Source: an optimization exercise on an open RTL-to-GDS flow (aim: small area, a short achievable clock period and few clock cycles). Production flows keep margins and buffers that such runs may drop.
No run shown here included a check of the RTL's function; only the layout flow was run.

$ cat constraint.sdc
create_clock -name core_clock -period 4.0 [get_ports {clk}]
set_input_delay 0.8000 -clock core_clock [delete_from_list [all_inputs] [get_ports {clk}]]
set_output_delay 0.8000 -clock core_clock [all_outputs]
set_load 0.01 [all_outputs]
$ cat design.v
module codex32_cks (
    input  wire        clk,
    input  wire        rst,
    input  wire        cmd_valid,
    output wire        cmd_ready,
    input  wire [15:0] cmd_word,
    input  wire        cmd_empty,
    input  wire        in_valid,
    output wire        in_ready,
    input  wire [7:0]  in_data,
    input  wire        in_last,
    output wire        out_valid,
    input  wire        out_ready,
    output wire [7:0]  out_data,
    output wire        out_last,
    output wire [3:0]  out_status
);
    localparam [64:0] GS0 = 65'h19dc500ce73fde210;
    localparam [64:0] GS1 = 65'h1bfae00def77fe529;
    localparam [64:0] GS2 = 65'h1fbd920fffe7bee52;
    localparam [64:0] GS3 = 65'h1739640bdeee3fdad;
    localparam [64:0] GS4 = 65'h07729a039cfc75f5a;
    localparam [64:0] TS  = 65'h10ce0795c2fd1e62a;
    localparam [64:0] IS  = 65'h23181b3;
    localparam [64:0] IAS = 65'h11899c7f0c7127e48;    
    localparam [74:0] GL0 = 75'h3d59d273535ea62d897;
    localparam [74:0] GL1 = 75'h7a9becb6361c6c51507;
    localparam [74:0] GL2 = 75'h543f9b7e6c38d8a2a0e;
    localparam [74:0] GL3 = 75'h0c577eaeccf1990d13c;
    localparam [74:0] GL4 = 75'h1887f74f8dc71b10651;
    localparam [74:0] TL  = 75'h43381e570bf4798ab26;
    localparam [74:0] IL  = 75'h23181b3;
    localparam [74:0] IAL = 75'h6f4b3a330a74687026c;   
    localparam [1:0] OP_PMODS  = 2'd0;
    localparam [1:0] OP_PMODL  = 2'd1;
    localparam [1:0] OP_CKSUM  = 2'd2;
    localparam [1:0] OP_VERIFY = 2'd3;
    reg         cr;           
    reg         ir;           
    reg         cur;          
    reg         fin;          
    reg         crd;          
    reg         pv;           
    reg  [4:0]  psym;
    reg         pbig;         
    reg         plast;
    reg  [1:0]  op;
    reg         ill;
    reg         bad;
    reg  [6:0]  len;          
    reg  [64:0] res_s;
    reg  [74:0] res_l;
    reg         ov;           
    reg  [4:0]  od;           
    reg         olast;
    reg  [1:0]  ost;
    reg         olong;        
    reg         ocks;         
    reg  [3:0]  nx;           
    wire dec_legal = (cmd_word == 16'h4000) || (cmd_word == 16'h4001) ||
                     (cmd_word == 16'h5000) || (cmd_word == 16'h6000);
    wire [1:0] dec_op = cmd_word[13] ? OP_VERIFY :
                        cmd_word[12] ? OP_CKSUM  :
                        cmd_word[0]  ? OP_PMODL  : OP_PMODS;
    wire cmd_fire = cmd_valid && cr;
    wire in_fire  = in_valid  && ir;
    wire out_fire = ov && out_ready;
    wire pe       = pv && cur;                
    wire        aug    = (op == OP_CKSUM);
    wire [4:0]  sym_lo = psym & {5{pe & ~aug}};
    wire [4:0]  sym_hi = psym & {5{pe &  aug}};
    wire [4:0]  fs     = (res_s[64:60] & {5{pe}}) ^ sym_hi;
    wire [4:0]  fl     = (res_l[74:70] & {5{pe}}) ^ sym_hi;
    wire [64:0] step_s = {res_s[59:0], sym_lo}
                       ^ (GS0 & {65{fs[0]}}) ^ (GS1 & {65{fs[1]}}) ^ (GS2 & {65{fs[2]}})
                       ^ (GS3 & {65{fs[3]}}) ^ (GS4 & {65{fs[4]}});
    wire [74:0] step_l = {res_l[69:0], sym_lo}
                       ^ (GL0 & {75{fl[0]}}) ^ (GL1 & {75{fl[1]}}) ^ (GL2 & {75{fl[2]}})
                       ^ (GL3 & {75{fl[3]}}) ^ (GL4 & {75{fl[4]}});
    wire fin_go    = fin && !ov;
    wire cks_short = (len <= 7'd80);
    wire ver_short = (len <= 7'd93);
    wire ver_long  = len[6] & len[5];            
    wire vok       = (ver_short && res_s == TS) || (ver_long && res_l == TL);
    wire fault     = ill | bad;
    wire f_long    = (op == OP_PMODL) || (aug && !cks_short);
    wire f_one     = fault || (op == OP_VERIFY);
    wire        nlong  = fin ? f_long : olong;
    wire        ncks   = fin ? aug : ocks;
    reg  [4:0]  tgt;
    always @(*) begin
        tgt = 5'd0;
        if (nlong) begin
            case (nx)
                4'd0:  tgt = TL[74:70];
                4'd1:  tgt = TL[69:65];
                4'd2:  tgt = TL[64:60];
                4'd3:  tgt = TL[59:55];
                4'd4:  tgt = TL[54:50];
                4'd5:  tgt = TL[49:45];
                4'd6:  tgt = TL[44:40];
                4'd7:  tgt = TL[39:35];
                4'd8:  tgt = TL[34:30];
                4'd9:  tgt = TL[29:25];
                4'd10: tgt = TL[24:20];
                4'd11: tgt = TL[19:15];
                4'd12: tgt = TL[14:10];
                4'd13: tgt = TL[9:5];
                default: tgt = TL[4:0];
            endcase
        end else begin
            case (nx)
                4'd0:  tgt = TS[64:60];
                4'd1:  tgt = TS[59:55];
                4'd2:  tgt = TS[54:50];
                4'd3:  tgt = TS[49:45];
                4'd4:  tgt = TS[44:40];
                4'd5:  tgt = TS[39:35];
                4'd6:  tgt = TS[34:30];
                4'd7:  tgt = TS[29:25];
                4'd8:  tgt = TS[24:20];
                4'd9:  tgt = TS[19:15];
                4'd10: tgt = TS[14:10];
                4'd11: tgt = TS[9:5];
                default: tgt = TS[4:0];
            endcase
        end
    end
    wire [4:0] grp   = (nlong ? res_l[74:70] : res_s[64:60]) ^ (tgt & {5{ncks}});
    wire       nlast = nlong ? (nx == 4'd14) : (nx == 4'd12);
    wire       adv   = out_fire && !olast;       
    wire       r_en  = pe || fin_go || adv;
    wire       last_pe  = pe && plast;
    wire       single   = ill || bad || pbig || (op == OP_VERIFY);
    wire       ov_next  = fin_go || (ov && !(out_fire && olast));
    wire       early_cr = last_pe && single && !ov_next;
    wire       pv_next  = in_fire || (pv && !pe);
    wire       cur_next = (cur && !last_pe) || (cmd_fire && !cmd_empty);
    assign cmd_ready  = cr;
    assign in_ready   = ir;
    assign out_valid  = ov;
    assign out_data   = {3'b000, od};
    assign out_last   = olast;
    assign out_status = {2'b00, ost};
    always @(posedge clk) begin
        if (cmd_fire) begin
            res_s <= cmd_word[12] ? IAS : IS;
            res_l <= cmd_word[12] ? IAL : IL;
        end else if (r_en) begin
            res_s <= step_s;
            res_l <= step_l;
        end
        if (cmd_fire) begin
            op  <= dec_op;
            ill <= !dec_legal;
            bad <= 1'b0;
            len <= 7'd0;
        end else if (pe) begin
            bad <= bad | pbig;
            if (!(len[6] & len[5]))
                len <= len + 7'd1;
        end
        if (in_fire) begin
            psym  <= in_data[4:0];
            pbig  <= |in_data[7:5];
            plast <= in_last;
        end
        if (fin_go) begin
            ost   <= ill ? 2'd1 : (bad ? 2'd2 : 2'd0);
            olong <= f_long;
            ocks  <= aug;
        end
        if (fin_go || adv) begin
            if (fin_go && f_one) begin
                od    <= {4'd0, vok & !fault};
                olast <= 1'b1;
            end else begin
                od    <= grp;
                olast <= nlast;
            end
        end
        if (rst) begin
            cr  <= 1'b1;
            ir  <= 1'b1;
            cur <= 1'b0;
            fin <= 1'b0;
            crd <= 1'b0;
            pv  <= 1'b0;
            ov  <= 1'b0;
            nx  <= 4'd0;
        end else begin
            pv  <= pv_next;
            cur <= cur_next;
            ir  <= !pv_next || cur_next;
            fin <= last_pe || (cmd_fire && cmd_empty) || (fin && !fin_go);
            ov  <= ov_next;
            if (early_cr)
                crd <= 1'b1;
            else if (fin_go)
                crd <= 1'b0;
            if (early_cr || (fin_go && f_one && !crd) || (adv && nlast))
                cr <= 1'b1;
            else if (cmd_fire)
                cr <= 1'b0;
            if (fin_go && f_one)
                nx <= 4'd0;
            else if (fin_go || adv)
                nx <= nlast ? 4'd0 : nx + 4'd1;
        end
    end
endmodule
$ cat config.mk
export PLATFORM = sky130hd
export DESIGN_NAME = codex32_cks
export DESIGN_NICKNAME = codex32_cks
export VERILOG_FILES = /design/flow/design.v
export SDC_FILE = /design/flow/constraint.sdc
export NUM_CORES = 4
export LEC_CHECK = 0
export CAP_MARGIN = 20
export CORE_MARGIN = 2
export CORE_UTILIZATION = 40
export SLEW_MARGIN = 20
$ cat run.sh
#!/bin/bash
# synth_recipe.tcl (not shown) runs the flow's synth.tcl, then flattens the netlist and writes it again
# the make line also repeats each setting of config.mk as NAME=value (left out here)
make -C /OpenROAD-flow-scripts/flow DESIGN_CONFIG=/design/flow/config.mk WORK_HOME=/design/flow/orfs CLKGATE_MAP_FILE= SYNTH_SCRIPT=/design/flow/synth_recipe.tcl finish
==> results.sh, run 1 <==
export IMPL_synthArstFlopShare_pct=0
export IMPL_die_x_um=166
export IMPL_synthCells=903
export IMPL_htreeDepth=4
export IMPL_cts_root_buf="clkbuf_16"
export IMPL_end_kind="register"
export IMPL_final_antenna_net_count=0
export IMPL_drc_errors=0
export IMPL_cts_hold_buf=0
export IMPL_clock_sinks=189
export IMPL_synth_cell_types=82
export IMPL_reg2reg_slack_ns=0.47
export IMPL_place_gp_congestion=0.846
export IMPL_cts_resized=0
export IMPL_critical_path_class="reg2reg"
export IMPL_cts_path_max_buffers=2
export IMPL_dp_cells=1259
export IMPL_drtIter0Drc=665
export IMPL_initial_core_util_pct=40.6
export IMPL_grt_antenna_before_repair=0
export IMPL_min_period_over_period_pct=88.2
export IMPL_drv_cap=0
export IMPL_layout_cells_non_filler=1291
export IMPL_yosysSeqAreaShare_pct=51.2
export IMPL_grt_max_degree=141
export IMPL_rsz0062_at_grt="no"
export IMPL_vias_per_cell=5.41
export IMPL_core_rowCount=59
export IMPL_start_kind="register"
export IMPL_hpwlAfterDp_um=17500
export IMPL_cts_setup_buffers=0
export IMPL_setup_tns_ns=0
export IMPL_cts_tree="yes"
export IMPL_grt_usage_pct=19.1
export IMPL_cts_buffers=17
export IMPL_coreArea_um2=25900
export IMPL_vias=6987
export IMPL_finalMaxSlewViolations=0
export IMPL_synth_top_area_share_pct=45.7
export IMPL_first_pass_iters=5
export IMPL_avgRoutedWirePerCell_um=20.1
export IMPL_wirelength_um=26000
export IMPL_grt_pass1_vias=6881
export IMPL_status="no timing/DRC/antenna violations"
export IMPL_ys_flop_type="edfxtp_1"
export IMPL_critPathTopFamily="simple AND/OR/NAND/NOR gates"
export IMPL_die_area_um2=27600
export IMPL_relSlewSlack_pct=32.4
export IMPL_insertion_delay_ns=0.45
export IMPL_io_buffer_count=41
export IMPL_path_buf_inv=2
export IMPL_cpPeakStageDelay_ns=0.50
export IMPL_critical_path_max_fanout=5
export IMPL_cp_arrival_ns=3.86
export IMPL_synth_warnings=1
export IMPL_fin_nets=984
export IMPL_timing_hold_ws_ns=0.462
export IMPL_synth_seq_cells=189
export IMPL_drive_gt1_share_pct=11.1
export IMPL_dieHeight_um=166
export IMPL_io_pins=47
export IMPL_avgSynthCellArea_um2=11.7
export IMPL_yosys_area_top_type="edfxtp_1"
export IMPL_tightestPinTransition_ns=0.988
export IMPL_synth_edff_count=160
export IMPL_finalSetupViolCount=0
export IMPL_timing_fmax_ghz=0.283
export IMPL_diodes=0
export IMPL_grt_pass1_wl_um=40800
export IMPL_ys_top_cells_by_area="edfxtp_1, xnor2_1, xor2_1"
export IMPL_hold_violations=0
export IMPL_clkTransAtPathRegs_ns=0.08
export IMPL_area_growth_pct=13.4
export IMPL_crit_chain="inv_1 -> ha_1 -> nor4b_2 -> o311a_4 -> nor2_1 -> o311ai_2 -> inv_1 -> ha_1 -> nand2b_1 -> or4_1 -> a31oi_1 -> a2111oi_4 -> or2_1"
export IMPL_min_period_ns=3.53
export IMPL_grt_overflow_total=0
export IMPL_required_ns=4.33
export IMPL_hold_path_class="reg2reg"
export IMPL_cpMaxStageDelayCell="o311ai_2"
export IMPL_netlist_area_um2=10500
export IMPL_fin_worst_skew_ns=0.0139
## metal layers
layer  track usage [%]  vias up  wire length, um
met1              27.4     3454            12100
met2              29.5      222            12000
met4              5.78        0              445
met5                 0        -                0
met3              3.62       30             1440
li1                  -     3281                -
## cells by family after synthesis
group	share of synthesized area [%]
simple gates	14.8
xor+xnor	20.2
flops	51.2
compound gates	8.47
buf+inv	2.87
fa+ha+maj	1.19
mux	1.34
other cells	0.0356
## cell usage in the layout, fill, tap and decap left out, types with 5 or more instances in the layout
master           count
nor4b_1              8
o21ai_0             31
edfxtp_1           160
clkbuf_16           17
nand4b_1             6
xnor2_4              5
buf_4               18
nand4_1             13
nand3b_1             8
inv_1               15
nor4_1               9
nor3_1               9
nand2_1             67
xnor2_1            104
nand2b_1             8
clkinv_8             5
nor4bb_1             5
inv_6                6
and2_1               9
clkdlybuf4s50_1     41
conb_1               5
a21oi_1             67
a211oi_1            10
nor2_1              90
dfxtp_1             29
nand3_1             10
or2_2               12
ha_1                10
mux2i_1              6
xor2_1              73
xnor3_1             13
## state kept, by name (all words and copies together), names as in the netlist, named ones only
signal  flops
olong       1
plast       1
olast       1
res_s      65
nx          4
ill         1
ov          1
op          2
cr          1
ir          1
cur         1
pbig        1
ost         2
pv          1
bad         1
res_l      75
od          5
fin         1
ocks        1
len         7
crd         1
psym        5
## synthesized netlist by cell type, types with 3 or more instances
master and count:
a211oi_1 10, mux2i_1 6, xnor2_4 5, nand4b_1 6
clkbuf_1 26, a21oi_1 67, o211ai_1 4, nor4_1 9
nor3_1 9, nand4_1 13, xnor2_1 104, buf_6 4
nor4b_1 8, nand2b_1 8, buf_2 5, nor4bb_1 5
edfxtp_1 160, inv_1 16, or2_2 12, xnor2_2 4
or4_1 3, nor2_1 91, mux2i_4 3, xor2_1 73
nand3_1 11, nand2_1 68, a21o_1 4, ha_1 10
o21ai_1 3, o21ai_0 31, and2_1 9, dfxtp_1 29
buf_4 8, nor2b_1 3, nand3b_1 8, xnor3_1 13
## worst reg2reg max path, stage by stage (launching register included)
cell and delay (ns):
dfxtp_1 0.33, inv_1 0.11, ha_1 0.17, nor4b_2 0.34
o311a_4 0.27, nor2_1 0.11, o311ai_2 0.50, inv_1 0.21
ha_1 0.27, nand2b_1 0.15, or4_1 0.41, a31oi_1 0.24
a2111oi_4 0.08, or2_1 0.23
## path summary, 6_finish.rpt
path,cells past startpoint,to,start
worst min register to register,2,crd$_SDFFE_PP0P_,crd$_SDFFE_PP0P_
worst min-delay path,2,crd$_SDFFE_PP0P_,crd$_SDFFE_PP0P_
worst max register to register,13,register,len[1]$_SDFFE_PP0P_
worst max-delay path,13,register,len[1]$_SDFFE_PP0P_
## cell type report
class	count	area [um^2]
timing repair buffer	61	586
inverter	18	70.1
fill	2339	14000
clock buffer	17	425
multi-input combinational	656	4870
clock inverter	15	174
tap	335	419
sequential	189	5390
## metrics by stage
step	area, um^2	utilization, %	setup WS (ns)
after global placement	11300	43.7	0.224
after floorplan	10600	-	0.668
final	11900	46.0	0.470
after CTS	11900	46.0	0.475
after global routing	11900	46.0	0.250
after detailed placement	11300	43.7	0.147
==> inputs of run 2 (changes only) <==
--- a/config.mk
+++ b/config.mk
@@ -8,4 +8,5 @@
 export CAP_MARGIN = 20
 export CORE_MARGIN = 2
 export CORE_UTILIZATION = 40
+export SETUP_SLACK_MARGIN = 2.2
 export SLEW_MARGIN = 20
==> results.sh, run 2 <==
export IMPL_drv_cap=0
export IMPL_htreeDepth=4
export IMPL_cpMaxStageDelayCell="or4_4"
export IMPL_dr_wl_met3_um=2960
export IMPL_hold_path_class="reg2reg"
export IMPL_die_x_um=166
export IMPL_synth_most_common_cell="edfxtp_1"
export IMPL_synthCells=903
export IMPL_wirelength_um=36100
export IMPL_vias=8529
export IMPL_synth_seq_cells=189
export IMPL_relSlewSlack_pct=56.8
export IMPL_dieHeight_um=166
export IMPL_regMostFlops="res_l"
export IMPL_place_gp_congestion=0.839
export IMPL_netlist_area_um2=10500
export IMPL_required_ns=4.33
export IMPL_clock_sinks=189
export IMPL_status="no timing/DRC/antenna violations"
export IMPL_wl_met1_um=14600
export IMPL_core_rowCount=59
export IMPL_finalMaxSlewViolations=0
export IMPL_setup_tns_ns=0
export IMPL_cpPeakStageDelay_ns=0.43
export IMPL_final_antenna_net_count=0
export IMPL_layout_cells_non_filler=1495
export IMPL_fin_area_um2=16200
export IMPL_vias_per_cell=5.71
export IMPL_grt_max_degree=52
export IMPL_grt_overflow_total=0
export IMPL_coreArea_um2=25900
export IMPL_fin_nets=1188
export IMPL_grt_pass1_vias=8147
export IMPL_io_buffer_count=41
export IMPL_finalSetupViolCount=0
export IMPL_yosys_area_top_type="edfxtp_1"
export IMPL_final_common_cell="edfxtp_1"
export IMPL_min_period_over_period_pct=72.9
export IMPL_register_area_um2=5410
export IMPL_diodes=0
export IMPL_critical_path_class="reg2reg"
export IMPL_synthArstFlopShare_pct=0
export IMPL_io_pins=47
export IMPL_yosys_top_cells_count="edfxtp_1, xnor2_1, nor2_1, xor2_1, nand2_1"
export IMPL_route_met2_wl_um=17400
export IMPL_ys_flop_type="edfxtp_1"
export IMPL_multi_input_area_um2=6680
export IMPL_start_kind="register"
export IMPL_clkTransAtPathRegs_ns=0.08
export IMPL_drtIter0Drc=972
export IMPL_cts_buffers=17
export IMPL_cp_arrival_ns=3.25
export IMPL_critical_path_max_fanout=4
export IMPL_nFillCells=1757
export IMPL_rsz0062_at_grt="yes"
export IMPL_postPlaceCellArea_um2=11800
export IMPL_fin_worst_skew_ns=0.0135
export IMPL_cts_path_max_buffers=2
export IMPL_yosysSeqAreaShare_pct=51.2
export IMPL_cts_tree="yes"
export IMPL_dp_cells=1258
export IMPL_insertion_delay_ns=0.45
export IMPL_min_period_ns=2.92
export IMPL_hold_violations=0
export IMPL_first_pass_iters=6
export IMPL_routed_top_layer="met4"
export IMPL_timing_fmax_ghz=0.343
export IMPL_drive_gt1_share_pct=45.6
export IMPL_area_growth_pct=53.7
export IMPL_ys_top_cells_by_area="edfxtp_1, xnor2_1, xor2_1"
export IMPL_die_area_um2=27600
export IMPL_largest_reg_flops=75
export IMPL_drc_errors=0
export IMPL_synth_top_area_share_pct=45.7
export IMPL_end_kind="register"
export IMPL_synth_cell_types=82
export IMPL_crit_chain="inv_4 -> ha_4 -> nor4b_4 -> o311a_4 -> nor4b_4 -> a211oi_4 -> and2_4 -> ha_4 -> nand2b_4 -> or4_4 -> a31oi_4 -> a2111oi_4 -> or2_1"
export IMPL_avgSynthCellArea_um2=11.7
export IMPL_reg2reg_slack_ns=1.08
export IMPL_synth_edff_count=160
export IMPL_grt_pass1_wl_um=49100
export IMPL_initial_core_util_pct=40.6
export IMPL_synth_warnings=1
export IMPL_final_cell_mix="edfxtp_1, buf_6, nor2_1"
export IMPL_top_regs="res_l x75, res_s x65, len x7"
export IMPL_tightestPinTransition_ns=0.646
export IMPL_avgRoutedWirePerCell_um=24.2
export IMPL_grt_usage_pct=23.5
export IMPL_grt_antenna_before_repair=0
export IMPL_cts_root_buf="clkbuf_16"
export IMPL_hpwlAfterDp_um=18800
run 2: timing repair:
item / 4_1_cts / 5_1_grt
resized for setup: 276 / 175
endpoints found under the setup margin: 325 / 318
pin swaps: 91 / 127
cloned: 8 / 13
hold buffers: 0 / 0
buffers inserted: 122 / 62
endpoints found under the hold margin: 0 / 0
run 2: per-stage QoR:
stage	hold WS (ns)	util, %	setup WS [ns]
after floorplan	0.436	-	0.883
after global placement	0.444	45.4	0.214
after detailed placement	0.462	45.4	0.193
after CTS	0.472	56.1	1.01
after global routing	0.512	62.4	0.988
final	0.496	62.4	1.08
run 2: logic make-up (layout without fill, tap and decap cells):
family	after synthesis	count (layout)	synth area share (%)
compound gates	143	143	8.47
fa+ha+maj	10	10	1.19
other cells	1	5	0.0356
mux	10	10	1.34
buf+inv	62	308	2.87
flops	189	189	51.2
xor+xnor	202	202	20.2
simple gates	286	293	14.8
run 2: area by class of cell:
type | count | share of cell area [%]
clock buffers | 18 | 2.65
inverters | 18 | 0.557
repair buffers | 258 | 18.6
clock inverters | 14 | 0.936
well taps | 335 | 2.59
flip-flops and latches | 189 | 33.4
multi-input cells | 663 | 41.3
run 2: final timing paths:
| path | startpoint | end | cells past startpoint |
|---|---|---|---|
| worst max-delay path | len[0]$_SDFFE_PP0P_ | register | 13 |
| worst min-delay path | crd$_SDFFE_PP0P_ | crd$_SDFFE_PP0P_ | 2 |
| worst max register to register | len[0]$_SDFFE_PP0P_ | register | 13 |
| worst min register to register | crd$_SDFFE_PP0P_ | crd$_SDFFE_PP0P_ | 2 |
run 2: per-layer routing:
| layer | track usage [%] | vias to the layer above |
|---|---|---|
| met1 | 31.6 | 4307 |
| met4 | 9.19 | 0 |
| li1 | - | 3707 |
| met2 | 37.4 | 443 |
| met5 | 0 | - |
| met3 | 4.77 | 72 |
run 2: worst max-delay path, delay by kind of cell (launching register included):
family / cells / cell delay [ns]
flops: 1 / 0.37
fa+ha+maj: 2 / 0.30
simple gates: 6 / 1.41
buf+inv: 1 / 0.04
compound gates: 4 / 0.68
==> inputs of run 3 (changes only) <==
--- a/design.v
+++ b/design.v
@@ -54,9 +54,13 @@
     reg  [4:0]  od;           
     reg         olast;
     reg  [1:0]  ost;
-    reg         olong;        
-    reg         ocks;         
     reg  [3:0]  nx;           
+    reg         rlong;        
+    reg         rcks;         
+    reg         rone;         
+    reg         rfault;
+    reg  [1:0]  rst_;         
+    reg         rvs, rvl;     
     wire dec_legal = (cmd_word == 16'h4000) || (cmd_word == 16'h4001) ||
                      (cmd_word == 16'h5000) || (cmd_word == 16'h6000);
     wire [1:0] dec_op = cmd_word[13] ? OP_VERIFY :
@@ -78,15 +82,16 @@
                        ^ (GL0 & {75{fl[0]}}) ^ (GL1 & {75{fl[1]}}) ^ (GL2 & {75{fl[2]}})
                        ^ (GL3 & {75{fl[3]}}) ^ (GL4 & {75{fl[4]}});
     wire fin_go    = fin && !ov;
-    wire cks_short = (len <= 7'd80);
-    wire ver_short = (len <= 7'd93);
-    wire ver_long  = len[6] & len[5];            
-    wire vok       = (ver_short && res_s == TS) || (ver_long && res_l == TL);
-    wire fault     = ill | bad;
-    wire f_long    = (op == OP_PMODL) || (aug && !cks_short);
-    wire f_one     = fault || (op == OP_VERIFY);
-    wire        nlong  = fin ? f_long : olong;
-    wire        ncks   = fin ? aug : ocks;
+    wire vok       = (rvs && res_s == TS) || (rvl && res_l == TL);
+    wire nbad      = bad | pbig;
+    wire k_long    = (op == OP_PMODL) || (aug && (len >= 7'd80));
+    wire k_one     = ill || nbad || (op == OP_VERIFY);
+    wire k_vs      = (len <= 7'd92);
+    wire k_vl      = (len >= 7'd95);
+    wire e_long    = dec_legal && (cmd_word == 16'h4001);
+    wire e_one     = !dec_legal || (cmd_word == 16'h6000);
+    wire        nlong  = rlong;
+    wire        ncks   = rcks;
     reg  [4:0]  tgt;
     always @(*) begin
         tgt = 5'd0;
@@ -131,7 +136,7 @@
     wire       adv   = out_fire && !olast;       
     wire       r_en  = pe || fin_go || adv;
     wire       last_pe  = pe && plast;
-    wire       single   = ill || bad || pbig || (op == OP_VERIFY);
+    wire       single   = k_one;
     wire       ov_next  = fin_go || (ov && !(out_fire && olast));
     wire       early_cr = last_pe && single && !ov_next;
     wire       pv_next  = in_fire || (pv && !pe);
@@ -165,14 +170,28 @@
             pbig  <= |in_data[7:5];
             plast <= in_last;
         end
-        if (fin_go) begin
-            ost   <= ill ? 2'd1 : (bad ? 2'd2 : 2'd0);
-            olong <= f_long;
-            ocks  <= aug;
-        end
+        if (pe && plast) begin
+            rlong  <= k_long;
+            rcks   <= aug;
+            rone   <= k_one;
+            rfault <= ill || nbad;
+            rst_   <= ill ? 2'd1 : (nbad ? 2'd2 : 2'd0);
+            rvs    <= k_vs;
+            rvl    <= k_vl;
+        end else if (cmd_fire && cmd_empty) begin
+            rlong  <= e_long;
+            rcks   <= cmd_word[12];
+            rone   <= e_one;
+            rfault <= !dec_legal;
+            rst_   <= dec_legal ? 2'd0 : 2'd1;
+            rvs    <= 1'b1;
+            rvl    <= 1'b0;
+        end
+        if (fin_go)
+            ost   <= rst_;
         if (fin_go || adv) begin
-            if (fin_go && f_one) begin
-                od    <= {4'd0, vok & !fault};
+            if (fin_go && rone) begin
+                od    <= {4'd0, vok & !rfault};
                 olast <= 1'b1;
             end else begin
                 od    <= grp;
@@ -198,11 +217,11 @@
                 crd <= 1'b1;
             else if (fin_go)
                 crd <= 1'b0;
-            if (early_cr || (fin_go && f_one && !crd) || (adv && nlast))
+            if (early_cr || (fin_go && rone && !crd) || (adv && nlast))
                 cr <= 1'b1;
             else if (cmd_fire)
                 cr <= 1'b0;
-            if (fin_go && f_one)
+            if (fin_go && rone)
                 nx <= 4'd0;
             else if (fin_go || adv)
                 nx <= nlast ? 4'd0 : nx + 4'd1;
--- a/config.mk
+++ b/config.mk
@@ -5,8 +5,8 @@
 export SDC_FILE = /design/flow/constraint.sdc
 export NUM_CORES = 4
 export LEC_CHECK = 0
+export ABC_CLOCK_PERIOD_IN_PS = 1500
 export CAP_MARGIN = 20
 export CORE_MARGIN = 2
 export CORE_UTILIZATION = 40
-export SETUP_SLACK_MARGIN = 2.2
 export SLEW_MARGIN = 20
==> results.sh, run 3 <==
export IMPL_status="no timing/DRC/antenna violations"
export IMPL_regMostFlops="res_l"
export IMPL_register_area_um2=5570
export IMPL_timing_fmax_ghz=0.316
export IMPL_final_cell_mix="edfxtp_1, xnor2_1, nor2_1"
export IMPL_vias_per_cell=5.32
export IMPL_multi_input_area_um2=4680
export IMPL_coreArea_um2=25900
export IMPL_cts_path_max_buffers=2
export IMPL_fin_area_um2=11900
export IMPL_cp_arrival_ns=3.32
export IMPL_yosys_area_top_type="edfxtp_1"
export IMPL_end_kind="register"
export IMPL_grt_max_degree=61
export IMPL_fin_worst_skew_ns=0.0143
export IMPL_cpPeakStageDelay_ns=0.80
export IMPL_synth_cell_types=67
export IMPL_top_regs="res_l x75, res_s x65, len x7"
export IMPL_yosysSeqAreaShare_pct=53.0
export IMPL_first_pass_iters=7
export IMPL_initial_core_util_pct=40.5
export IMPL_grt_antenna_before_repair=0
export IMPL_clkTransAtPathRegs_ns=0.08
export IMPL_grt_overflow_total=0
export IMPL_largest_reg_flops=75
export IMPL_cts_buffers=17
export IMPL_synthArstFlopShare_pct=0
export IMPL_dieHeight_um=166
export IMPL_dp_cells=1248
export IMPL_die_x_um=166
export IMPL_synthCells=896
export IMPL_cts_tree="yes"
export IMPL_tightestPinTransition_ns=0.947
export IMPL_final_antenna_net_count=0
export IMPL_wirelength_um=25500
export IMPL_dr_wl_met3_um=1130
export IMPL_cpMaxStageDelayCell="xnor2_1"
export IMPL_core_rowCount=59
export IMPL_hold_violations=0
export IMPL_io_pins=47
export IMPL_min_period_ns=3.16
export IMPL_cts_setup_buffers=0
export IMPL_area_growth_pct=13.2
export IMPL_routed_top_layer="met4"
export IMPL_critical_path_max_fanout=10
export IMPL_synth_most_common_cell="edfxtp_1"
export IMPL_required_ns=4.16
export IMPL_ys_flop_type="edfxtp_1"
export IMPL_drive_gt1_share_pct=9.42
export IMPL_clock_sinks=195
export IMPL_hpwlAfterDp_um=17600
export IMPL_finalMaxSlewViolations=0
export IMPL_netlist_area_um2=10500
export IMPL_nFillCells=2358
export IMPL_relSlewSlack_pct=36.4
export IMPL_fin_nets=972
export IMPL_synth_top_area_share_pct=47.5
export IMPL_ys_top_cells_by_area="edfxtp_1, xnor2_1, dfxtp_1"
export IMPL_synth_edff_count=166
export IMPL_hold_path_class="reg2reg"
export IMPL_crit_chain="nand3b_1 -> mux2i_4 -> xnor2_1 -> buf_4 -> xnor3_1 -> xor2_1 -> a21oi_1"
export IMPL_grt_pass1_wl_um=39600
export IMPL_drtIter0Drc=552
export IMPL_insertion_delay_ns=0.44
export IMPL_yosys_top_cells_count="edfxtp_1, xnor2_1, nor2_1, nand2_1, xor2_1"
export IMPL_min_period_over_period_pct=79.1
export IMPL_synth_seq_cells=195
export IMPL_drv_cap=0
export IMPL_vias=6806
export IMPL_wl_met1_um=11600
export IMPL_grt_pass1_vias=6630
export IMPL_drc_errors=0
export IMPL_final_common_cell="edfxtp_1"
export IMPL_cts_hold_buf=0
export IMPL_finalSetupViolCount=0
export IMPL_htreeDepth=4
export IMPL_cts_root_buf="clkbuf_16"
export IMPL_start_kind="register"
export IMPL_io_buffer_count=41
export IMPL_route_met2_wl_um=12300
export IMPL_grt_usage_pct=18.7
export IMPL_die_area_um2=27600
export IMPL_layout_cells_non_filler=1280
export IMPL_rsz0062_at_grt="no"
export IMPL_critical_path_class="reg2reg"
export IMPL_place_gp_congestion=0.816
export IMPL_cts_resized=0
export IMPL_avgSynthCellArea_um2=11.7
export IMPL_avgRoutedWirePerCell_um=19.9
export IMPL_setup_tns_ns=0
export IMPL_postPlaceCellArea_um2=11300
export IMPL_diodes=0
export IMPL_timing_hold_ws_ns=0.432
export IMPL_synth_warnings=1
## run 3: cell count changes in the layout (fill, tap and decap cells not counted), moves of 18 or more
cell and delta:
buf_6 -90, xnor2_2 -47, xnor2_1 +60, xnor2_4 -18, o21ai_0 +36, buf_12 -22
nand2_1 +18, buf_4 -60, o21ai_1 -27, clkdlybuf4s50_1 +18
## run 3: cell families (layout without fill, tap and decap cells)
family          Yosys count  after routing  share of synthesized area [%]
simple gates            293            293                           14.5
flops                   195            195                           53.0
xor+xnor                193            193                           20.0
compound gates          132            132                           7.28
buf+inv                  62            107                           2.68
mux                      11             11                           1.44
fa+ha+maj                 9              9                           1.07
other cells               1              5                         0.0357
## run 3: area by class of cell
cell class	instances	area share (%)
tap	335	3.53
inverter	15	0.474
sequential	195	46.9
multi-input combinational	643	39.4
clock inverter	13	1.03
clock buffer	19	3.73
timing repair buffer	60	4.97
## run 3: metal layers
layer | up-vias | global-route usage, %
li1 | 3249 | -
met1 | 3337 | 26.3
met2 | 187 | 30.2
met3 | 33 | 2.91
met4 | 0 | 5.22
met5 | - | 0
## run 3: through the flow
| stage | setup WS, ns | util (%) |
|---|---|---|
| global route | 0.662 | 45.8 |
| floorplan | 0.693 | - |
| detailed placement | 0.622 | 43.7 |
| global placement | 0.631 | 43.7 |
| CTS | 0.811 | 45.8 |
| finish | 0.836 | 45.8 |
## run 3: worst paths after layout
check | from | slack, ns | depth (start not counted) | end
setup reg to reg | op[0]$_SDFFCE_PP1P_ | 0.84 | 7 | res_l[60]$_DFFE_PP_
setup / recovery | op[0]$_SDFFCE_PP1P_ | 0.84 | 7 | res_l[60]$_DFFE_PP_
hold reg to reg | rst_[1]$_SDFFCE_PP0P_ | 0.43 | 0 | ost[1]$_DFFE_PP_
hold / removal | rst_[1]$_SDFFCE_PP0P_ | 0.43 | 0 | ost[1]$_DFFE_PP_
## run 3: critical path: cells and delay by family, from the launching register on
family	cells	cell delay, ns
compound gates	1	0.10
simple gates	1	0.30
flops	1	0.46
buf+inv	1	0.29
xor+xnor	3	1.39
mux	1	0.34
==> inputs of run 4 (changes only) <==
--- a/config.mk
+++ b/config.mk
@@ -5,7 +5,6 @@
 export SDC_FILE = /design/flow/constraint.sdc
 export NUM_CORES = 4
 export LEC_CHECK = 0
-export ABC_CLOCK_PERIOD_IN_PS = 1500
 export CAP_MARGIN = 20
 export CORE_MARGIN = 2
 export CORE_UTILIZATION = 40
==> results.sh, run 4 <==
export IMPL_status="no timing/DRC/antenna violations"
export IMPL_worstReg2RegStart="op[0]$_SDFFCE_PP1P_"
export IMPL_synth_warnings=1
export IMPL_largest_reg_flops=75
export IMPL_grt_antenna_before_repair=0
export IMPL_fin_worst_skew_ns=0.0143
export IMPL_final_antenna_net_count=0
export IMPL_io_buffer_count=41
export IMPL_drtIter0Drc=552
export IMPL_clock_sinks=195
export IMPL_critical_path_max_fanout=10
export IMPL_cts_resized=0
export IMPL_top_regs="res_l x75, res_s x65, len x7"
export IMPL_synth_most_common_cell="edfxtp_1"
export IMPL_diodes=0
export IMPL_cts_setup_buffers=0
export IMPL_synth_seq_cells=195
export IMPL_grt_usage_pct=18.7
export IMPL_avgRoutedWirePerCell_um=19.9
export IMPL_timing_fmax_ghz=0.316
export IMPL_area_growth_pct=13.2
export IMPL_rsz0062_at_grt="no"
export IMPL_holdPathStages=0
export IMPL_grt_pass1_vias=6630
export IMPL_finalMaxSlewViolations=0
export IMPL_insertion_delay_ns=0.44
export IMPL_end_kind="register"
export IMPL_clkTransAtPathRegs_ns=0.08
export IMPL_yosys_top_cells_count="edfxtp_1, xnor2_1, nor2_1, nand2_1, xor2_1"
export IMPL_register_area_um2=5570
export IMPL_drive_gt1_share_pct=9.42
export IMPL_final_cell_mix="edfxtp_1, xnor2_1, nor2_1"
export IMPL_cts_tree="yes"
export IMPL_synth_top_area_share_pct=47.5
export IMPL_core_rowCount=59
export IMPL_min_period_ns=3.16
export IMPL_synthCells=896
export IMPL_drc_errors=0
export IMPL_fin_nets=972
export IMPL_regMostFlops="res_l"
export IMPL_synthArstFlopShare_pct=0
export IMPL_yosys_area_top_type="edfxtp_1"
export IMPL_tightestPinTransition_ns=0.947
export IMPL_relSlewSlack_pct=36.4
export IMPL_cts_hold_buf=0
export IMPL_wirelength_um=25500
export IMPL_min_period_over_period_pct=79.1
export IMPL_io_pins=47
export IMPL_netlist_area_um2=10500
export IMPL_finalSetupViolCount=0
export IMPL_drv_cap=0
export IMPL_yosysSeqAreaShare_pct=53.0
export IMPL_critical_path_class="reg2reg"
export IMPL_die_area_um2=27600
export IMPL_cts_buffers=17
export IMPL_final_common_cell="edfxtp_1"
export IMPL_cp_arrival_ns=3.32
export IMPL_place_gp_congestion=0.816
export IMPL_hold_start="rst_[1]$_SDFFCE_PP0P_"
export IMPL_cts_path_max_buffers=2
export IMPL_ys_top_cells_by_area="edfxtp_1, xnor2_1, dfxtp_1"
export IMPL_nFillCells=2358
export IMPL_hold_violations=0
export IMPL_synth_cell_types=67
export IMPL_required_ns=4.16
export IMPL_ys_flop_type="edfxtp_1"
export IMPL_first_pass_iters=7
export IMPL_layout_setup_ws_ns=0.836
export IMPL_cts_root_buf="clkbuf_16"
export IMPL_pre_cts_slack_ns=0.622
export IMPL_vias=6806
export IMPL_reg2reg_slack_ns=0.84
export IMPL_die_x_um=166
export IMPL_holdPathEnd="ost[1]$_DFFE_PP_"
export IMPL_multi_input_area_um2=4680
export IMPL_setup_tns_ns=0
export IMPL_grt_pass1_wl_um=39600
export IMPL_synth_edff_count=166
export IMPL_grt_overflow_total=0
export IMPL_timing_hold_ws_ns=0.432
export IMPL_initial_core_util_pct=40.5
export IMPL_reg2reg_to="res_l[60]$_DFFE_PP_"
export IMPL_coreArea_um2=25900
export IMPL_hold_path_class="reg2reg"
export IMPL_hpwlAfterDp_um=17600
export IMPL_grt_max_degree=61
export IMPL_dieHeight_um=166
export IMPL_start_kind="register"
export IMPL_utilization_pct=45.8
export IMPL_r2r_cells=7
export IMPL_htreeDepth=4
export IMPL_vias_per_cell=5.32
export IMPL_avgSynthCellArea_um2=11.7
==> run 4: cell counts after synthesis <==
No cell type changed its count.
==> run 4: worst max-delay path by stage <==
stage          depth (start not counted)           startpoint                      end
2_1_floorplan                          4            cmd_valid       res_l[0]$_DFFE_PP_
4_1_cts                                7  op[0]$_SDFFCE_PP1P_      res_l[60]$_DFFE_PP_
3_3_place_gp                           5            out_ready  res_s[23]$_SDFFCE_PP0P_
6_report                               7  op[0]$_SDFFCE_PP1P_      res_l[60]$_DFFE_PP_
3_5_place_dp                           5            out_ready      res_s[14]$_DFFE_PP_
5_1_grt                                7  op[0]$_SDFFCE_PP1P_      res_l[45]$_DFFE_PP_
==> run 4: critical path, cell delays in order (launching register included) <==
cell and delay [ns]:
edfxtp_1 0.46, nand3b_1 0.30, mux2i_4 0.34, xnor2_1 0.80
buf_4 0.29, xnor3_1 0.44, xor2_1 0.15, a21oi_1 0.10
==> run 4: through the flow <==
step,std cells,instance area (um^2)
4_1_cts,1280,11900
6_report,1280,11900
3_5_place_dp,1248,11300
2_1_floorplan,900,10500
3_3_place_gp,1248,11300
5_1_grt,1280,11900
==> run 4: cells by family after synthesis <==
logic type	count (synthesis)	share of synthesized area [%]
DFF	195	53.0
adders and majority gates	9	1.07
muxes	11	1.44
buffers and inverters	62	2.68
xor gates and xnor gates	193	20.0
AOI/OAI and AO/OA	132	7.28
other	1	0.0357
and+or+nand+nor	293	14.5
==> run 4: final cells by class <==
| class | instances | area share [%] |
|---|---|---|
| Sequential cell | 195 | 46.9 |
| Tap cell | 335 | 3.53 |
| Clock inverter | 13 | 1.03 |
| Inverter | 15 | 0.474 |
| Multi-Input combinational cell | 643 | 39.4 |
| Clock buffer | 19 | 3.73 |
| Timing Repair Buffer | 60 | 4.97 |
==> run 4: metal layers <==
layer | vias to the layer above | routed length [um] | global-route usage [%] | share of wire (%)
li1 | 3249 | - | - | -
met1 | 3337 | 11600 | 26.3 | 46
met2 | 187 | 12300 | 30.2 | 48
met3 | 33 | 1130 | 2.91 | 4.4
met4 | 0 | 446 | 5.22 | 1.8
met5 | - | 0 | 0 | 0
==> inputs of run 5 (changes only) <==
--- a/design.v
+++ b/design.v
@@ -45,6 +45,7 @@
     reg         pbig;         
     reg         plast;
     reg  [1:0]  op;
+    reg         aug;          
     reg         ill;
     reg         bad;
     reg  [6:0]  len;          
@@ -70,7 +71,6 @@
     wire in_fire  = in_valid  && ir;
     wire out_fire = ov && out_ready;
     wire pe       = pv && cur;                
-    wire        aug    = (op == OP_CKSUM);
     wire [4:0]  sym_lo = psym & {5{pe & ~aug}};
     wire [4:0]  sym_hi = psym & {5{pe &  aug}};
     wire [4:0]  fs     = (res_s[64:60] & {5{pe}}) ^ sym_hi;
@@ -157,6 +157,7 @@
         end
         if (cmd_fire) begin
             op  <= dec_op;
+            aug <= cmd_word[12];
             ill <= !dec_legal;
             bad <= 1'b0;
             len <= 7'd0;
--- a/config.mk
+++ b/config.mk
@@ -8,4 +8,5 @@
 export CAP_MARGIN = 20
 export CORE_MARGIN = 2
 export CORE_UTILIZATION = 40
+export SETUP_SLACK_MARGIN = 2.0
 export SLEW_MARGIN = 20
==> results.sh, run 5 <==
export IMPL_status="no timing/DRC/antenna violations"
export IMPL_yosysSeqAreaShare_pct=55.1
export IMPL_top_regs="res_l x75, res_s x65, len x7"
export IMPL_hold_violations=0
export IMPL_avgRoutedWirePerCell_um=21.5
export IMPL_fin_nets=1108
export IMPL_relSlewSlack_pct=59.9
export IMPL_vias=7631
export IMPL_dp_cells=1217
export IMPL_critical_path_class="reg2reg"
export IMPL_io_buffer_count=41
export IMPL_end_kind="register"
export IMPL_grt_overflow_total=0
export IMPL_nFillCells=1893
export IMPL_htreeDepth=4
export IMPL_finalSetupViolCount=0
export IMPL_drc_errors=0
export IMPL_start_kind="register"
export IMPL_timing_fmax_ghz=0.397
export IMPL_cts_hold_buf=0
export IMPL_r2r_cells=10
export IMPL_yosys_top_cells_count="edfxtp_1, xnor2_1, nor2_1, xor2_1, nand2_1"
export IMPL_coreArea_um2=25000
export IMPL_drtIter0Drc=670
export IMPL_final_antenna_net_count=0
export IMPL_layout_cells_non_filler=1411
export IMPL_rsz0062_at_grt="yes"
export IMPL_ys_flop_type="edfxtp_1"
export IMPL_grt_usage_pct=22.4
export IMPL_min_period_over_period_pct=63.0
export IMPL_netlist_area_um2=10200
export IMPL_vias_per_cell=5.41
export IMPL_synth_most_common_cell="edfxtp_1"
export IMPL_drive_gt1_share_pct=36.8
export IMPL_grt_pass1_vias=7513
export IMPL_tightestPinTransition_ns=0.599
export IMPL_synth_seq_cells=196
export IMPL_wirelength_um=30300
export IMPL_clkTransAtPathRegs_ns=0.08
export IMPL_multi_input_area_um2=5870
export IMPL_first_pass_iters=5
export IMPL_fin_worst_skew_ns=0.0131
export IMPL_postPlaceCellArea_um2=11200
export IMPL_die_x_um=163
export IMPL_dieHeight_um=163
export IMPL_hold_path_class="reg2reg"
export IMPL_diodes=0
export IMPL_fin_area_um2=14800
export IMPL_yosys_area_top_type="edfxtp_1"
export IMPL_synth_cell_types=68
export IMPL_synth_edff_count=167
export IMPL_largest_reg_flops=75
export IMPL_min_period_ns=2.52
export IMPL_avgSynthCellArea_um2=11.7
export IMPL_area_growth_pct=45.8
export IMPL_synth_top_area_share_pct=49.4
export IMPL_grt_antenna_before_repair=0
export IMPL_io_pins=47
export IMPL_synthCells=867
export IMPL_regMostFlops="res_l"
export IMPL_place_gp_congestion=0.843
export IMPL_cts_buffers=17
export IMPL_final_common_cell="edfxtp_1"
export IMPL_finalMaxSlewViolations=0
export IMPL_drv_cap=0
export IMPL_die_area_um2=26700
export IMPL_grt_max_degree=64
export IMPL_ys_top_cells_by_area="edfxtp_1, xnor2_1, dfxtp_1"
export IMPL_cp_arrival_ns=2.71
export IMPL_holdPathStages=0
export IMPL_insertion_delay_ns=0.44
export IMPL_register_area_um2=5600
export IMPL_cts_path_max_buffers=2
export IMPL_grt_pass1_wl_um=44700
export IMPL_critical_path_max_fanout=4
export IMPL_synth_warnings=1
export IMPL_setup_tns_ns=0
export IMPL_initial_core_util_pct=40.5
export IMPL_required_ns=4.19
export IMPL_synthArstFlopShare_pct=0
export IMPL_cts_tree="yes"
export IMPL_final_cell_mix="edfxtp_1, nor2_1, buf_4"
export IMPL_core_rowCount=58
export IMPL_hpwlAfterDp_um=17700
export IMPL_cts_root_buf="clkbuf_16"
export IMPL_clock_sinks=196
run 5: cell types whose count changed after synthesis, moves of 6 or more:
| cell | delta |
|---|---|
| xnor2_1 | +23 |
| xnor3_1 | -17 |
| nand2_1 | -15 |
| and3b_1 | +9 |
| o21ai_0 | +8 |
| a21boi_0 | +7 |
| nand3b_1 | -7 |
| nor2_1 | +7 |
| o21ai_1 | +7 |
| or2_2 | -7 |
| nor3_1 | -6 |
run 5: repair_timing:
item	CTS	global route
gates cloned	3	0
pin swaps	75	94
resized for setup	187	143
buffers inserted	111	48
endpoints found under the setup margin	319	274
run 5: final timing paths:
| check | start | to | slack (ns) |
|---|---|---|---|
| worst max-delay path | aug$_DFFE_PP_ | res_l[23]$_DFFE_PP_ | 1.48 |
| worst max register to register | aug$_DFFE_PP_ | res_l[23]$_DFFE_PP_ | 1.48 |
| worst min-delay path | rst_[1]$_SDFFCE_PP0P_ | ost[1]$_DFFE_PP_ | 0.43 |
| worst min register to register | rst_[1]$_SDFFCE_PP0P_ | ost[1]$_DFFE_PP_ | 0.43 |
run 5: cell families after synthesis:
family                     count (synthesis)  synth area share, %
muxes                                      2                0.197
xor gates and xnor gates                 199                 19.0
DFF                                      196                 55.1
and+or+nand+nor                          257                 13.0
other                                      1               0.0369
buffers and inverters                     51                 2.28
adders and majority gates                  9                 1.11
AOI/OAI and AO/OA                        152                 9.28
run 5: area by class of cell:
class,instances,share of cell area [%]
inverter,14,0.448
timing repair buffer,213,15.6
clock buffer,21,3.04
sequential,196,37.8
multi-input combinational,626,39.6
tap,330,2.79
clock inverter,11,0.659
run 5: stage by stage:
step / hold slack, ns / utilization, % / setup slack, ns
floorplan: 0.400 / - / 1.04
global placement: 0.403 / 44.9 / 0.933
detailed placement: 0.419 / 44.9 / 0.869
CTS: 0.436 / 54.5 / 1.56
global route: 0.437 / 59.1 / 1.44
finish: 0.432 / 59.1 / 1.48
run 5: worst max-delay path: stages (launching register included):
cell and delay [ns]:
edfxtp_1 0.43, buf_6 0.16, buf_2 0.15, and3b_1 0.20
o21ai_4 0.28, buf_12 0.16, xor2_4 0.16, buf_12 0.14
xor2_4 0.31, xnor2_1 0.19, o21ai_1 0.08
run 5: layer usage:
| layer | wire [um] | up-vias | global-route usage [%] | share of wire [%] |
|---|---|---|---|---|
| li1 | - | 3480 | - | - |
| met1 | 12500 | 3808 | 30.9 | 41 |
| met2 | 15200 | 292 | 37.0 | 50 |
| met3 | 1840 | 51 | 3.53 | 6.1 |
| met4 | 725 | 0 | 5.75 | 2.4 |
| met5 | 0 | - | 0 | 0 |
==> inputs of run 6 (changes only) <==
--- a/config.mk
+++ b/config.mk
@@ -8,5 +8,5 @@
 export CAP_MARGIN = 20
 export CORE_MARGIN = 2
 export CORE_UTILIZATION = 40
-export SETUP_SLACK_MARGIN = 2.0
+export SETUP_SLACK_MARGIN = 1.5
 export SLEW_MARGIN = 20
==> results.sh, run 6 <==
export IMPL_postPlaceCellArea_um2=11000
export IMPL_diodes=0
export IMPL_min_period_ns=2.46
export IMPL_use_met3_pct=3.10
export IMPL_finalSetupViolCount=0
export IMPL_cpMaxStageDelayCell="edfxtp_1"
export IMPL_yosys_top_cells_count="edfxtp_1, xnor2_1, nor2_1, xor2_1, nand2_1"
export IMPL_avgSynthCellArea_um2=11.7
export IMPL_synth_cell_types=68
export IMPL_required_ns=4.18
export IMPL_cp_arrival_ns=2.64
export IMPL_initial_core_util_pct=40.5
export IMPL_fin_nets=997
export IMPL_cpPeakStageDelay_ns=0.45
export IMPL_cp_common_cell="xnor2_1"
export IMPL_io_pins=47
export IMPL_yosys_area_top_type="edfxtp_1"
export IMPL_crit_chain="buf_12 -> and3b_1 -> o21ai_4 -> buf_4 -> xor2_1 -> xnor2_1 -> xnor2_1 -> a21oi_1"
export IMPL_end_kind="register"
export IMPL_finalMaxSlewViolations=0
export IMPL_clkTransAtPathRegs_ns=0.08
export IMPL_fin_area_um2=12300
export IMPL_synth_most_common_cell="edfxtp_1"
export IMPL_yosysSeqAreaShare_pct=55.1
export IMPL_gr_max_usage_layer="met2"
export IMPL_die_x_um=163
export IMPL_synth_edff_count=167
export IMPL_hold_violations=0
export IMPL_tightestPinTransition_ns=0.699
export IMPL_drive_gt1_share_pct=15.8
export IMPL_grt_pass1_wl_um=40000
export IMPL_first_pass_iters=5
export IMPL_ys_flop_type="edfxtp_1"
export IMPL_final_common_cell="edfxtp_1"
export IMPL_ys_top_cells_by_area="edfxtp_1, xnor2_1, dfxtp_1"
export IMPL_start_kind="register"
export IMPL_utilization_pct=49.2
export IMPL_crit_start="aug$_DFFE_PP_"
export IMPL_grt_pass1_vias=6653
export IMPL_grt_overflow_total=0
export IMPL_pre_cts_slack_ns=0.808
export IMPL_dp_cells=1221
export IMPL_grt_use_met2_pct=31.5
export IMPL_relSlewSlack_pct=53.3
export IMPL_synth_seq_cells=196
export IMPL_place_gp_congestion=0.888
export IMPL_hpwlAfterDp_um=17200
export IMPL_insertion_delay_ns=0.45
export IMPL_top_regs="res_l x75, res_s x65, len x7"
export IMPL_drtIter0Drc=654
export IMPL_worstReg2RegStart="aug$_DFFE_PP_"
export IMPL_htreeDepth=4
export IMPL_grt_usage_pct=20.0
export IMPL_avgRoutedWirePerCell_um=20.0
export IMPL_layout_setup_ws_ns=1.54
export IMPL_grt_max_degree=112
export IMPL_timing_fmax_ghz=0.407
export IMPL_die_area_um2=26700
export IMPL_area_growth_pct=21.3
export IMPL_timing_hold_ws_ns=0.431
export IMPL_hold_path_class="reg2reg"
export IMPL_layout_cells_non_filler=1300
export IMPL_reg2reg_to="res_s[24]$_DFFE_PP_"
export IMPL_synth_top_area_share_pct=49.4
export IMPL_synth_warnings=1
export IMPL_r2r_cells=8
export IMPL_setup_tns_ns=0
export IMPL_cts_root_buf="clkbuf_16"
export IMPL_coreArea_um2=25000
export IMPL_crit_end="res_s[24]$_DFFE_PP_"
export IMPL_synthCells=867
export IMPL_drc_errors=0
export IMPL_critical_path_max_fanout=12
export IMPL_synthArstFlopShare_pct=0
export IMPL_vias=6971
export IMPL_min_period_over_period_pct=61.5
export IMPL_drv_cap=0
export IMPL_rsz0062_at_grt="yes"
export IMPL_netlist_area_um2=10200
export IMPL_final_antenna_net_count=0
export IMPL_critical_path_class="reg2reg"
export IMPL_reg2reg_slack_ns=1.54
export IMPL_largest_reg_flops=75
export IMPL_cts_path_max_buffers=2
export IMPL_core_rowCount=58
export IMPL_dieHeight_um=163
export IMPL_grt_antenna_before_repair=0
export IMPL_final_cell_mix="edfxtp_1, xnor2_1, nor2_1"
export IMPL_vias_per_cell=5.36
export IMPL_fin_worst_skew_ns=0.0175
export IMPL_status="no timing/DRC/antenna violations"
export IMPL_cts_tree="yes"
export IMPL_clock_sinks=196
export IMPL_io_buffer_count=41
export IMPL_nFillCells=2212
export IMPL_regMostFlops="res_l"
export IMPL_wirelength_um=26000
export IMPL_cts_buffers=17
export IMPL_met1_usage_pct=29.0
==> run 6: changes by cell type in the layout (fill, tap and decap cells not counted), moves of 12 or more <==
cell             before  now
buf_4                70   45
xnor2_1              47  120
xor2_4               21    9
xnor2_4              19    1
clkdlybuf4s50_1      26   41
buf_6                67    5
buf_12               25   12
o21ai_0              12   45
dlygate4sd2_1        13    0
o21ai_1              35    8
xnor2_2              59    4
xor2_1               39   55
==> run 6: worst max-delay path: cells and delay by family (launching register included) <==
| family | cells | cell delay [ns] |
|---|---|---|
| buf+inv | 2 | 0.39 |
| compound gates | 2 | 0.35 |
| xor+xnor | 3 | 0.82 |
| flops | 1 | 0.45 |
| simple gates | 1 | 0.20 |
==> run 6: worst min path at each step <==
stage / to / cells past startpoint / from
floorplan: ost[0]$_DFFE_PP_ / 0 / rst_[0]$_DFFE_PP_
global placement: ost[0]$_DFFE_PP_ / 0 / rst_[0]$_DFFE_PP_
detailed placement: ost[1]$_DFFE_PP_ / 0 / rst_[1]$_SDFFCE_PP0P_
CTS: ost[1]$_DFFE_PP_ / 0 / rst_[1]$_SDFFCE_PP0P_
global route: ost[0]$_DFFE_PP_ / 0 / rst_[0]$_DFFE_PP_
finish: ost[1]$_DFFE_PP_ / 0 / rst_[1]$_SDFFCE_PP0P_
==> run 6: cell families (layout without fill, tap and decap cells) <==
| group | after synthesis | in the layout | synth area share, % |
|---|---|---|---|
| compound gates | 152 | 152 | 9.28 |
| buf+inv | 51 | 149 | 2.28 |
| flops | 196 | 196 | 55.1 |
| other cells | 1 | 5 | 0.0369 |
| mux | 2 | 2 | 0.197 |
| fa+ha+maj | 9 | 9 | 1.11 |
| xor+xnor | 199 | 199 | 19.0 |
| simple gates | 257 | 258 | 13.0 |
==> run 6: final cells by class <==
class	instances	area, um^2	share of cell area, %
clock buffer	21	526	4.27
multi-input combinational	625	4550	37.0
sequential	196	5600	45.4
clock inverter	11	124	1.01
tap	330	413	3.35
inverter	14	60.1	0.488
timing repair buffer	103	1040	8.48
==> run 6: repair_timing <==
item                                    CTS  global route
pin swaps                                 8             9
endpoints found under the setup margin  212           176
hold endpoints to repair                  0             0
resized for setup                        20            21
hold buffers                              0             0
gates cloned                              1             0
buffers inserted                         19            27
==> run 6: routing by layer <==
layer	part of all wire, %	vias up
met1	46	3499
met4	1.5	0
li1	-	3246
met5	0	-
met3	5.3	31
met2	47	195
==> inputs of run 7 (changes only) <==
--- a/design.v
+++ b/design.v
@@ -42,6 +42,8 @@
     reg         crd;          
     reg         pv;           
     reg  [4:0]  psym;
+    reg  [4:0]  shs, shl;     
+    reg  [4:0]  slo;          
     reg         pbig;         
     reg         plast;
     reg  [1:0]  op;
@@ -71,14 +73,12 @@
     wire in_fire  = in_valid  && ir;
     wire out_fire = ov && out_ready;
     wire pe       = pv && cur;                
-    wire [4:0]  sym_lo = psym & {5{pe & ~aug}};
-    wire [4:0]  sym_hi = psym & {5{pe &  aug}};
-    wire [4:0]  fs     = (res_s[64:60] & {5{pe}}) ^ sym_hi;
-    wire [4:0]  fl     = (res_l[74:70] & {5{pe}}) ^ sym_hi;
-    wire [64:0] step_s = {res_s[59:0], sym_lo}
+    wire [4:0]  fs     = res_s[64:60] ^ shs;
+    wire [4:0]  fl     = res_l[74:70] ^ shl;
+    wire [64:0] step_s = {res_s[59:0], slo}
                        ^ (GS0 & {65{fs[0]}}) ^ (GS1 & {65{fs[1]}}) ^ (GS2 & {65{fs[2]}})
                        ^ (GS3 & {65{fs[3]}}) ^ (GS4 & {65{fs[4]}});
-    wire [74:0] step_l = {res_l[69:0], sym_lo}
+    wire [74:0] step_l = {res_l[69:0], slo}
                        ^ (GL0 & {75{fl[0]}}) ^ (GL1 & {75{fl[1]}}) ^ (GL2 & {75{fl[2]}})
                        ^ (GL3 & {75{fl[3]}}) ^ (GL4 & {75{fl[4]}});
     wire fin_go    = fin && !ov;
@@ -131,16 +131,21 @@
             endcase
         end
     end
-    wire [4:0] grp   = (nlong ? res_l[74:70] : res_s[64:60]) ^ (tgt & {5{ncks}});
+    wire [4:0] src_s = fin ? res_s[64:60] : res_s[59:55];
+    wire [4:0] src_l = fin ? res_l[74:70] : res_l[69:65];
+    wire [4:0] grp   = (nlong ? src_l : src_s) ^ (tgt & {5{ncks}});
     wire       nlast = nlong ? (nx == 4'd14) : (nx == 4'd12);
     wire       adv   = out_fire && !olast;       
-    wire       r_en  = pe || fin_go || adv;
+    wire       r_en  = pe || adv;
     wire       last_pe  = pe && plast;
     wire       single   = k_one;
     wire       ov_next  = fin_go || (ov && !(out_fire && olast));
     wire       early_cr = last_pe && single && !ov_next;
     wire       pv_next  = in_fire || (pv && !pe);
     wire       cur_next = (cur && !last_pe) || (cmd_fire && !cmd_empty);
+    wire       pe_next  = pv_next && cur_next;
+    wire [4:0] psym_nx  = in_fire ? in_data[4:0] : psym;
+    wire       aug_nx   = cmd_fire ? cmd_word[12] : aug;
     assign cmd_ready  = cr;
     assign in_ready   = ir;
     assign out_valid  = ov;
@@ -166,6 +171,17 @@
             if (!(len[6] & len[5]))
                 len <= len + 7'd1;
         end
+        if (pe_next) begin
+            shs <= psym_nx & {5{aug_nx}};
+            shl <= psym_nx & {5{aug_nx}};
+        end else if (adv) begin
+            shs <= res_s[59:55];
+            shl <= res_l[69:65];
+        end else begin
+            shs <= res_s[64:60];
+            shl <= res_l[74:70];
+        end
+        slo <= psym_nx & {5{pe_next & !aug_nx}};
         if (in_fire) begin
             psym  <= in_data[4:0];
             pbig  <= |in_data[7:5];
==> results.sh, run 7 <==
export IMPL_hold_path_class="reg2reg"
export IMPL_final_cell_mix="edfxtp_1, xor2_1, nand2_1"
export IMPL_worstReg2RegStart="res_l[72]$_SDFFCE_PP0P_"
export IMPL_r2r_cells=5
export IMPL_start_kind="register"
export IMPL_final_common_cell="edfxtp_1"
export IMPL_grt_max_degree=70
export IMPL_largest_reg_flops=75
export IMPL_synth_cell_types=70
export IMPL_drc_errors=0
export IMPL_avgSynthCellArea_um2=11.6
export IMPL_avgRoutedWirePerCell_um=19.8
export IMPL_io_buffer_count=41
export IMPL_holdPathStages=0
export IMPL_fin_worst_skew_ns=0.0186
export IMPL_ys_flop_type="edfxtp_1"
export IMPL_place_gp_congestion=0.842
export IMPL_holdPathEnd="ost[1]$_DFFE_PN_"
export IMPL_critical_path_class="reg2reg"
export IMPL_die_area_um2=28100
export IMPL_vias_per_cell=5.30
export IMPL_insertion_delay_ns=0.52
export IMPL_yosys_top_cells_count="edfxtp_1, xor2_1, nand2_1, nor2_1, o21ai_0"
export IMPL_diodes=0
export IMPL_hold_violations=0
export IMPL_relSlewSlack_pct=55.1
export IMPL_required_ns=4.25
export IMPL_hpwlAfterDp_um=17800
export IMPL_cpPeakStageDelay_ns=0.58
export IMPL_hold_start="rst_[1]$_SDFFCE_PP0P_"
export IMPL_yosys_area_top_type="edfxtp_1"
export IMPL_timing_fmax_ghz=0.414
export IMPL_finalSetupViolCount=0
export IMPL_grt_antenna_before_repair=0
export IMPL_grt_usage_pct=18.6
export IMPL_reg2reg_to="res_l[32]$_DFFE_PP_"
export IMPL_crit_chain="xnor2_4 -> xor2_2 -> xnor2_2 -> xnor2_1 -> o21ai_0"
export IMPL_synth_edff_count=161
export IMPL_synth_most_common_cell="edfxtp_1"
export IMPL_min_period_over_period_pct=60.4
export IMPL_fin_area_um2=12600
export IMPL_grt_pass1_vias=6860
export IMPL_tightestPinTransition_ns=0.671
export IMPL_top_regs="res_l x75, res_s x65, len x7"
export IMPL_min_period_ns=2.42
export IMPL_dp_cells=1268
export IMPL_reg2reg_slack_ns=1.58
export IMPL_cpMaxStageDelayCell="xor2_2"
export IMPL_dieHeight_um=167
export IMPL_drv_cap=0
export IMPL_cts_root_buf="clkbuf_16"
export IMPL_die_x_um=167
export IMPL_core_rowCount=59
export IMPL_initial_core_util_pct=40.9
export IMPL_finalMaxSlewViolations=0
export IMPL_cp_arrival_ns=2.66
export IMPL_clkTransAtPathRegs_ns=0.06
export IMPL_wirelength_um=26400
export IMPL_final_antenna_net_count=0
export IMPL_synth_seq_cells=211
export IMPL_synthCells=920
export IMPL_fin_nets=1022
export IMPL_setup_tns_ns=0
export IMPL_status="no timing/DRC/antenna violations"
export IMPL_yosysSeqAreaShare_pct=54.6
export IMPL_postPlaceCellArea_um2=11500
export IMPL_cts_path_max_buffers=3
export IMPL_rsz0062_at_grt="yes"
-- run 7: cell types whose count changed after synthesis, sizes merged, moves of 8 or more --
cell	change
a21boi	-8
or2	+11
xnor2	-59
a31oi	+11
clkbuf	+13
nand2	+40
a21oi	-25
nand3	+8
nor2	-20
dfxtp	+21
xor2	+40
and3b	-10
or3	+10
-- run 7: logic make-up after synthesis --
kind of cell,after synthesis,synth area share (%)
DFF,211,54.6
and+or+nand+nor,302,14.2
buffers and inverters,62,2.43
xor gates and xnor gates,182,17.9
other,1,0.0351
adders and majority gates,9,1.05
AOI/OAI and AO/OA,134,7.34
muxes,19,2.46
-- run 7: final cells by class --
type                    instances  area [um^2]
fillers                      2386        13600
clock inverters                 7         60.1
repair buffers                 75          738
clock buffers                  35          641
inverters                      18         68.8
multi-input cells             653         4820
well taps                     335          419
flip-flops and latches        211         5840
-- run 7: per-stage QoR --
stage,worst slack [ns],hold slack [ns]
3_3_place_gp,0.775,0.406
6_report,1.58,0.431
3_5_place_dp,0.773,0.415
2_1_floorplan,1.17,0.400
5_1_grt,1.48,0.435
4_1_cts,1.43,0.431
-- run 7: what timing repair did --
| item | 4_1_cts | 5_1_grt |
|---|---|---|
| gates cloned | 1 | 1 |
| gates resized for setup | 9 | 22 |
| buffers inserted | 7 | 15 |
| pin swaps | 4 | 5 |
| setup endpoints to repair | 137 | 70 |
-- run 7: how the worst max path moves through the flow --
| stage | startpoint | end | slack (ns) | cells past startpoint |
|---|---|---|---|---|
| 5_1_grt | res_s[64]$_DFFE_PP_ | res_s[30]$_DFFE_PP_ | 1.48 | 6 |
| 4_1_cts | res_l[70]$_DFFE_PP_ | od[0]$_DFFE_PN_ | 1.43 | 5 |
| 2_1_floorplan | out_ready | res_l[0]$_DFFE_PP_ | 1.17 | 3 |
| 3_3_place_gp | out_ready | register | 0.78 | 9 |
| 3_5_place_dp | out_ready | register | 0.77 | 9 |
| 6_report | res_l[72]$_SDFFCE_PP0P_ | res_l[32]$_DFFE_PP_ | 1.58 | 5 |
-- run 7: layer usage --
metal | global-route usage (%) | vias up | part of all wire (%)
met3 | 2.65 | 32 | 5.7
met2 | 29.8 | 199 | 46
li1 | - | 3385 | -
met5 | 0 | - | 0
met4 | 4.54 | 0 | 1.7
met1 | 26.9 | 3455 | 46

[separate check: timing with driven ports]
How much do the figures lean on ideal ports? The routed layouts below were timed once more, with nothing changed but the port constraints.
Step 1: set_driving_cell puts a clkbuf_16 on clk and a buf_2 on each other input, an assumption about the parent block.
Step 2 times the ports against the registers' clock, not the clock port: input delays grow and output delays shrink by t, the midpoint of the rising clock arrivals with the driver on.
a / b / c = ideal ports / drivers / drivers and shift; a / b = the first two.
run | t (ns) | setup WS [ns] | slew at the worst register clock pin (ns)
run 1 | 0.489 | 0.470 / 0.470 / 0.115 | 0.09 / 0.09
run 2 | 0.488 | 1.082 / 1.082 / 0.796 | 0.08 / 0.08
run 3 | 0.484 | 0.836 / 0.836 / 0.617 | 0.08 / 0.08
run 4 | 0.484 | 0.836 / 0.836 / 0.617 | 0.08 / 0.08
run 5 | 0.485 | 1.481 / 1.481 / 1.481 | 0.08 / 0.08
run 6 | 0.484 | 1.541 / 1.541 / 1.146 | 0.08 / 0.08
run 7 | 0.555 | 1.584 / 1.561 / 1.050 | 0.06 / 0.06
After both steps setup and hold are still met in every run listed. The setup slack of run 7, which loses most, moves by -0.023 ns with the drivers and by -0.534 ns with both steps.
